This design comes from an exercise in tuning for small area, a short achievable clock period and few clock cycles on the open sky130 flow, not from production work.
The RTL was checked by simulation tests, not by an equivalence proof against the original design.
Power is estimated from default activity; no workload was simulated.

run A:
==> flow/design.v <==
module rle_tx_encoder (
    input  wire        clk,
    input  wire        rst,         
    input  wire        start,       
    input  wire        seg_new,     
    input  wire [15:0] width,       
    output wire        ready,
    output reg         rd_en,
    output reg  [15:0] rd_addr,
    input  wire [23:0] rd_data,
    output reg         out_valid,
    output reg  [7:0]  out_data,
    input  wire        out_ready,
    output wire [31:0] chk_value,
    output wire [31:0] byte_count
);
    localparam [16:0] X = 17'd65513;
    localparam        D = 4;             
    reg        rdy;
    reg [15:0] w;
    assign ready = rdy;
    wire accept = rdy && start;
    reg        rtag_s;        
    reg        rtag_last;
    reg        s1v, s1last;             
    reg        f1v;                     
    reg        p2v, p2last;             
    reg        e2;                      
    reg [15:0] sa;            
    reg        sdone;         
    reg [23:0] prev;
    reg [15:0] ea;            
    reg [23:0] pix;
    reg        pv;            
    reg [1:0]  bsel;          
    reg        ekind;
    reg [6:0]  erem;          
    reg [7:0]  fm [0:D-1];
    reg [2:0]  fwp, frp;      
    wire [2:0] fcnt   = fwp - frp;
    wire       fempty = (fwp == frp);
    wire       ffull  = (fwp == {~frp[2], frp[1:0]});
    wire [7:0] fhead  = fm[frp[1:0]];
    reg [1:0]  open;          
    reg [6:0]  pcnt;          
    reg        eprev;         
    reg [1:0]  fin;           
    reg        pdone;         
    reg [31:0] bc;
    reg        av;
    reg        ld;            
    assign byte_count = bc;
    wire ofree = !out_valid || out_ready;
    wire xfer  = out_valid && out_ready;
    reg        do_proc, ej, nej;
    reg        push;
    reg [7:0]  pdesc;
    reg [1:0]  open_n;
    reg [6:0]  pcnt_n;
    always @(*) begin
        do_proc = 1'b0;
        ej      = eprev;
        nej     = 1'b0;
        if (fin == 2'd1) begin
            do_proc = !ffull;
        end else if (p2v && open != 2'd3) begin
            do_proc = 1'b1;
            nej     = e2;
        end
        push   = 1'b0;
        pdesc  = {open[1], pcnt};
        open_n = open;
        pcnt_n = pcnt;
        if (do_proc) begin
            if (open == 2'd2 && pcnt != 7'd127 && ej) begin
                pcnt_n = pcnt + 7'd1;
            end else if (open == 2'd1 && pcnt != 7'd127 && !nej) begin
                pcnt_n = pcnt + 7'd1;
            end else begin
                push   = (open != 2'd0);
                open_n = nej ? 2'd2 : 2'd1;
                pcnt_n = 7'd0;
            end
        end
        if (p2v && open == 2'd3)
            open_n = 2'd0;
        if (fin == 2'd2 && !ffull) begin
            push   = 1'b1;
            open_n = 2'd0;
        end
    end
    wire pop = (bsel == 2'd0) && pv && !fempty && ofree;
    wire busy_fetch = (rd_en && !rtag_s) || f1v;
    wire fetch_req  = !rdy && (ea != w) && !busy_fetch && (!pv || bsel != 2'd0);
    wire [2:0] occ  = fcnt + {2'b0, rd_en && rtag_s} + {2'b0, s1v} + {2'b0, p2v};
    wire scan_req   = !rdy && !sdone && (occ < D);
    wire [15:0] sa_inc = sa + 16'd1;
    always @(posedge clk) begin
        if (rst) begin
            rd_en  <= 1'b0;
            s1v    <= 1'b0;
            f1v    <= 1'b0;
            p2v    <= 1'b0;
            sdone  <= 1'b1;
        end else begin
            s1v     <= rd_en && rtag_s;
            s1last  <= rtag_last;
            f1v     <= rd_en && !rtag_s;
            p2v     <= s1v;
            p2last  <= s1last;
            if (accept) begin
                rd_en  <= 1'b0;
                sa     <= 16'd0;
                sdone  <= 1'b0;
            end else if (fetch_req) begin
                rd_en   <= 1'b1;
            end else if (scan_req) begin
                rd_en      <= 1'b1;
                sa         <= sa_inc;
                sdone      <= (sa_inc == w);
            end else begin
                rd_en <= 1'b0;
            end
        end
    end
    always @(posedge clk) begin
        rd_addr   <= fetch_req ? ea : sa;
        rtag_s    <= !fetch_req;
        rtag_last <= (sa_inc == w);
    end
    always @(posedge clk) begin
        if (s1v)
            prev <= rd_data;
        e2 <= (rd_data == prev);
    end
    always @(posedge clk) begin
        if (rst) begin
            fwp   <= 3'd0;
            frp   <= 3'd0;
            fin   <= 2'd0;
            pdone <= 1'b1;
            open  <= 2'd0;
        end else begin
            if (push) begin
                fm[fwp[1:0]] <= pdesc;
                fwp          <= fwp + 3'd1;
            end
            if (pop)
                frp <= frp + 3'd1;
            open <= open_n;
            pcnt <= pcnt_n;
            if (accept) begin
                pdone <= 1'b0;
                open  <= 2'd3;
            end
            if (p2v) begin
                eprev <= e2;
                if (p2last)
                    fin <= 2'd1;
            end
            if (fin == 2'd1 && !ffull)
                fin <= 2'd2;
            if (fin == 2'd2 && !ffull) begin
                fin   <= 2'd0;
                pdone <= 1'b1;
            end
        end
    end
    wire cap = f1v && (!pv || (bsel == 2'd3 && ofree));
    wire load = ofree && (bsel == 2'd0 ? (pv && !fempty) : (bsel != 2'd1 || pv));
    reg [7:0] byte_n;
    always @(*) begin
        case (bsel)
            2'd0:    byte_n = fhead;
            2'd1:    byte_n = pix[7:0];
            2'd2:    byte_n = pix[15:8];
            default: byte_n = pix[23:16];
        endcase
    end
    wire        ea_skip = (bsel == 2'd0) && pv;
    wire [15:0] ea_add  = ea + (ea_skip ? {9'd0, fhead[6:0]} : 16'd1);
    always @(posedge clk) begin
        if (rst) begin
            pv        <= 1'b0;
            bsel      <= 2'd0;
            out_valid <= 1'b0;
        end else begin
            if (accept)
                ea <= 16'd0;
            else if ((pop && fhead[7]) || cap)
                ea <= ea_add;
            if (cap)
                pix <= rd_data;
            if (load)
                out_data <= byte_n;
            if (ofree) begin
                out_valid <= 1'b0;
                case (bsel)
                    2'd0: if (pv && !fempty) begin
                        out_valid <= 1'b1;
                        ekind     <= fhead[7];
                        erem      <= fhead[6:0];
                        bsel      <= 2'd1;
                    end
                    2'd1: if (pv) begin
                        out_valid <= 1'b1;
                        bsel      <= 2'd2;
                    end
                    2'd2: begin
                        out_valid <= 1'b1;
                        bsel      <= 2'd3;
                    end
                    default: begin
                        out_valid <= 1'b1;
                        if (!ekind && erem != 7'd0) begin
                            erem <= erem - 7'd1;
                            bsel <= 2'd1;
                        end else begin
                            bsel <= 2'd0;
                        end
                    end
                endcase
            end
            if (cap)
                pv <= 1'b1;
            else if (ofree && bsel == 2'd3)
                pv <= 1'b0;
        end
    end
    wire row_end = pdone && fempty && bsel == 2'd0 && !out_valid && !ld;
    wire settled;
    reg  nrm;                                
    always @(posedge clk) begin
        if (rst) begin
            rdy <= 1'b1;
            nrm <= 1'b0;
        end else if (accept) begin
            rdy <= 1'b0;
            w   <= width;
        end else begin
            nrm <= !rdy && row_end && !(nrm && settled);
            if (nrm && settled)
                rdy <= 1'b1;
        end
    end
    reg [7:0]  al, ah, bl, bh;
    reg [1:0]  ka, kb;
    reg [5:0]  fa23, fb23;    
    reg [15:0] ci;
    reg [8:0]  vl;
    reg [7:0]  vh;
    assign chk_value = {ah, al, bh, bl};
    assign settled   = (ka == 2'd0) && (fa23 == 6'd0) && (kb == 2'd0) && (fb23 == 6'd0);
    function [5:0] x23;
        input [1:0] k;
        case (k)
            2'd0:    x23 = 6'd0;
            2'd1:    x23 = 6'd23;
            default: x23 = 6'd46;
        endcase
    endfunction
    wire        a_ge  = (ah == 8'hff) && (al >= 8'he9);
    wire        b_ge  = (bh == 8'hff) && (bl >= 8'he9);
    wire        fix_b = settled && b_ge;   
    wire [9:0]  al_n  = {2'b0, al} + {2'b0, vl[7:0]} + {4'b0, fa23};
    wire [9:0]  ah_n  = {2'b0, ah} + {2'b0, vh} + {8'd0, ka} + {9'd0, vl[8]};
    wire [9:0]  bl_n  = {2'b0, bl} + {2'b0, al} + {4'b0, fa23} + {4'b0, fb23};
    wire [9:0]  bh_n  = {2'b0, bh} + {2'b0, ah} + {8'd0, ka} + {8'd0, kb};
    wire [9:0]  bl_f  = {2'b0, bl} + {4'b0, fb23 | {1'b0, fix_b, 1'b0, fix_b, fix_b, fix_b}};
    wire [9:0]  bh_f  = {2'b0, bh} + {8'd0, kb | {1'b0, fix_b}};
    wire [15:0] i_next = (ci == 16'd65512) ? 16'd0 : ci + 16'd1;
    wire [8:0]  vl_n  = {1'b0, ci[7:0]} + {1'b0, byte_n};
    always @(posedge clk) begin
        if (rst || (accept && seg_new)) begin
            al <= 8'd0;  ah <= 8'd0;  ka <= 2'd0;  fa23 <= 6'd0;
            bl <= 8'd1;  bh <= 8'd0;  kb <= 2'd0;  fb23 <= 6'd0;
            ci <= 16'd1;
            bc <= 32'd0;
            ld <= 1'b0;
            av <= 1'b0;
            vl <= 9'd0;
            vh <= 8'd0;
        end else begin
            ld <= load;
            av <= ld;
            if (load) begin
                vl <= vl_n;
                vh <= ci[15:8];
                ci <= i_next;
            end else begin
                vl <= 9'd0;
                vh <= 8'd0;
            end
            if (ld)
                bc <= bc + 32'd1;
            if (nrm && settled) begin
                if (a_ge) begin ah <= 8'd0; al <= al - 8'he9; end
            end else if (ld || nrm) begin
                {ka, al} <= al_n;
                ah       <= ah_n[7:0];
                fa23     <= x23(ah_n[9:8]);
            end
            if (av) begin
                {kb, bl} <= bl_n;
                bh       <= bh_n[7:0];
                fb23     <= x23(bh_n[9:8]);
            end else if (nrm) begin
                bl   <= bl_f[7:0];
                bh   <= bh_f[7:0];
                kb   <= fix_b ? 2'd0 : bl_f[9:8];
                fb23 <= fix_b ? 6'd0 : x23(bh_f[9:8]);
            end
        end
    end
endmodule
export LEC_CHECK = 0
export CAP_MARGIN = 20
export CORE_MARGIN = 2
export CORE_UTILIZATION = 65
export CTS_BUF_LIST = sky130_fd_sc_hd__clkbuf_16
export CTS_CLUSTER_SIZE = 40
export SLEW_MARGIN = 20
create_clock -name core_clock -period 10.0 [get_ports {clk}]
standard.sh (not shown) runs the stock make flow with config.mk's settings and CLKGATE_MAP_FILE= SYNTH_SCRIPT=/design/flow/synth_recipe.tcl, a recipe that flattens the netlist after the stock synthesis.
==> flow/flow/run.sh <==
#!/bin/bash
# Standard ORFS layout with stronger port buffers and a tighter repair target.
set -euo pipefail
export BUFFER_PORTS_ARGS="-buffer_cell sky130_fd_sc_hd__buf_2"
export SETUP_SLACK_MARGIN=6.8
bash standard.sh > flow_make.log 2>&1
Testbench counts of run A, summed over its fixed seeds: cycles 64,689.
Input-level comparison between run B and run A:
# run A
export LEC_CHECK = 0
export CAP_MARGIN = 20
export CORE_MARGIN = 2
export CORE_UTILIZATION = 65
export CTS_BUF_LIST = sky130_fd_sc_hd__clkbuf_16
export CTS_CLUSTER_SIZE = 40
export SLEW_MARGIN = 20
create_clock -name core_clock -period 10.0 [get_ports {clk}]
# run B
export LEC_CHECK = 0
export CAP_MARGIN = 20
export CORE_MARGIN = 2
export CORE_UTILIZATION = 65
export CTS_BUF_LIST = sky130_fd_sc_hd__clkbuf_16
export CTS_CLUSTER_SIZE = 30
export SLEW_MARGIN = 20
create_clock -name core_clock -period 10.0 [get_ports {clk}]
Notes after the runs:
- Any difference in vias after detailed routing between run B and run A is small enough to ignore.
- Diff run A..run B | first-pass GRT wire length | unchanged
- Core utilization of the finished layout delta (run A -> run B): insignificant
- Multi-input combinational cell area: run B vs run A identical
- On setup slack on the worst flop-to-flop path, run A and run B are neck and neck.
- For portion of total power attributed to combinational logic, run A and run B come out practically identical.
- Run A -> run B: combinational power flat
- Path depth of the worst reg2reg path came out exactly the same in run A and run B.
- Looking at run A and run B, the synthesis-to-finish area growth is a wash.
- The final HPWL from detailed placement was comparable across run A and run B.
- From run A to run B, sequential share of layout area did not move at all.
The following lists how run C was set up differently from run B:
# run B
export LEC_CHECK = 0
export CAP_MARGIN = 20
export CORE_MARGIN = 2
export CORE_UTILIZATION = 65
export CTS_BUF_LIST = sky130_fd_sc_hd__clkbuf_16
export CTS_CLUSTER_SIZE = 30
export SLEW_MARGIN = 20
create_clock -name core_clock -period 10.0 [get_ports {clk}]
# run C
export LEC_CHECK = 0
export CAP_MARGIN = 20
export CORE_MARGIN = 2
export CORE_UTILIZATION = 75
export CTS_BUF_LIST = sky130_fd_sc_hd__clkbuf_4 sky130_fd_sc_hd__clkbuf_8
export CTS_CLUSTER_SIZE = 30
export SLEW_MARGIN = 20
create_clock -name core_clock -period 10.0 [get_ports {clk}]
==> flow/flow/run.sh <==
#!/bin/bash
# Standard ORFS layout with stronger port buffers and a tighter repair target.
set -euo pipefail
export BUFFER_PORTS_ARGS="-buffer_cell sky130_fd_sc_hd__buf_2"
export SETUP_SLACK_MARGIN=6.7
bash standard.sh > flow_make.log 2>&1
==> comparison <==
- Total routed wirelength delta (run C − run B): unfavourable
- Compare run C and run B | first-pass GRT wire length higher: run B
- Of run C and run B, the run reporting the higher overall track demand over capacity in global routing was run C.
- Worst hold slack sits lower in run C than in run B.
- In the final reports, the cell area of run C is smaller than that of run B.
Here is what was changed in the inputs of run D compared with run C.
# run C
export LEC_CHECK = 0
export CAP_MARGIN = 20
export CORE_MARGIN = 2
export CORE_UTILIZATION = 75
export CTS_BUF_LIST = sky130_fd_sc_hd__clkbuf_4 sky130_fd_sc_hd__clkbuf_8
export CTS_CLUSTER_SIZE = 30
export SLEW_MARGIN = 20
create_clock -name core_clock -period 10.0 [get_ports {clk}]
# run D
export LEC_CHECK = 0
export CAP_MARGIN = 20
export CORE_MARGIN = 2
export CORE_UTILIZATION = 65
export CTS_BUF_LIST = sky130_fd_sc_hd__clkbuf_16
export CTS_CLUSTER_SIZE = 30
export SLEW_MARGIN = 20
create_clock -name core_clock -period 10.0 [get_ports {clk}]
Notes after the runs:
- Run D ends up with a DRC marker count from the first detailed-route iteration that is 231 lower than in run C.
- From run C to run D the numbers moved as follows: first-pass GRT wire length held steady; combinational logic power grew by about 2%.
- The non-clock buffer count in run D was higher than what run C gave.
- Re clock buffer and inverter area fraction after layout: run C and run D aren't equal, and the lower value belongs to run D.
- Run C has higher switching share of total power than run D.

## re-timing with driven ports
The flow's constraints put no driver on any port. The routed layouts listed below were extracted and timed again, unchanged, in two steps. Step 1, drivers: a clkbuf_16 drives clk and a buf_2 each remaining input, both assumed. Step 2 also shifts input and output timing later by t, the mid clock arrival at the registers, as if the neighbouring blocks saw the same clock. Three values: no drivers, after step 1, after step 2; two values: the first two.
| run | shift t [ns] | slack for setup (ns) | hold slack, ns | worst slew at a driven data input, ns |
|---|---|---|---|---|
| run A | 0.607 | 6.808 / 6.759 / 6.335 | 0.427 / 0.427 / 0.427 | 0.07 |
| run B | 0.607 | 6.808 / 6.759 / 6.335 | 0.427 / 0.427 / 0.427 | 0.07 |
| run C | 0.615 | 6.736 / 6.707 / 6.280 | 0.418 / 0.418 / 0.418 | 0.05 |
| run D | 0.601 | 6.741 / 6.692 / 6.307 | 0.440 / 0.440 / 0.440 | 0.07 |
After both steps setup and hold are still met in every run listed.
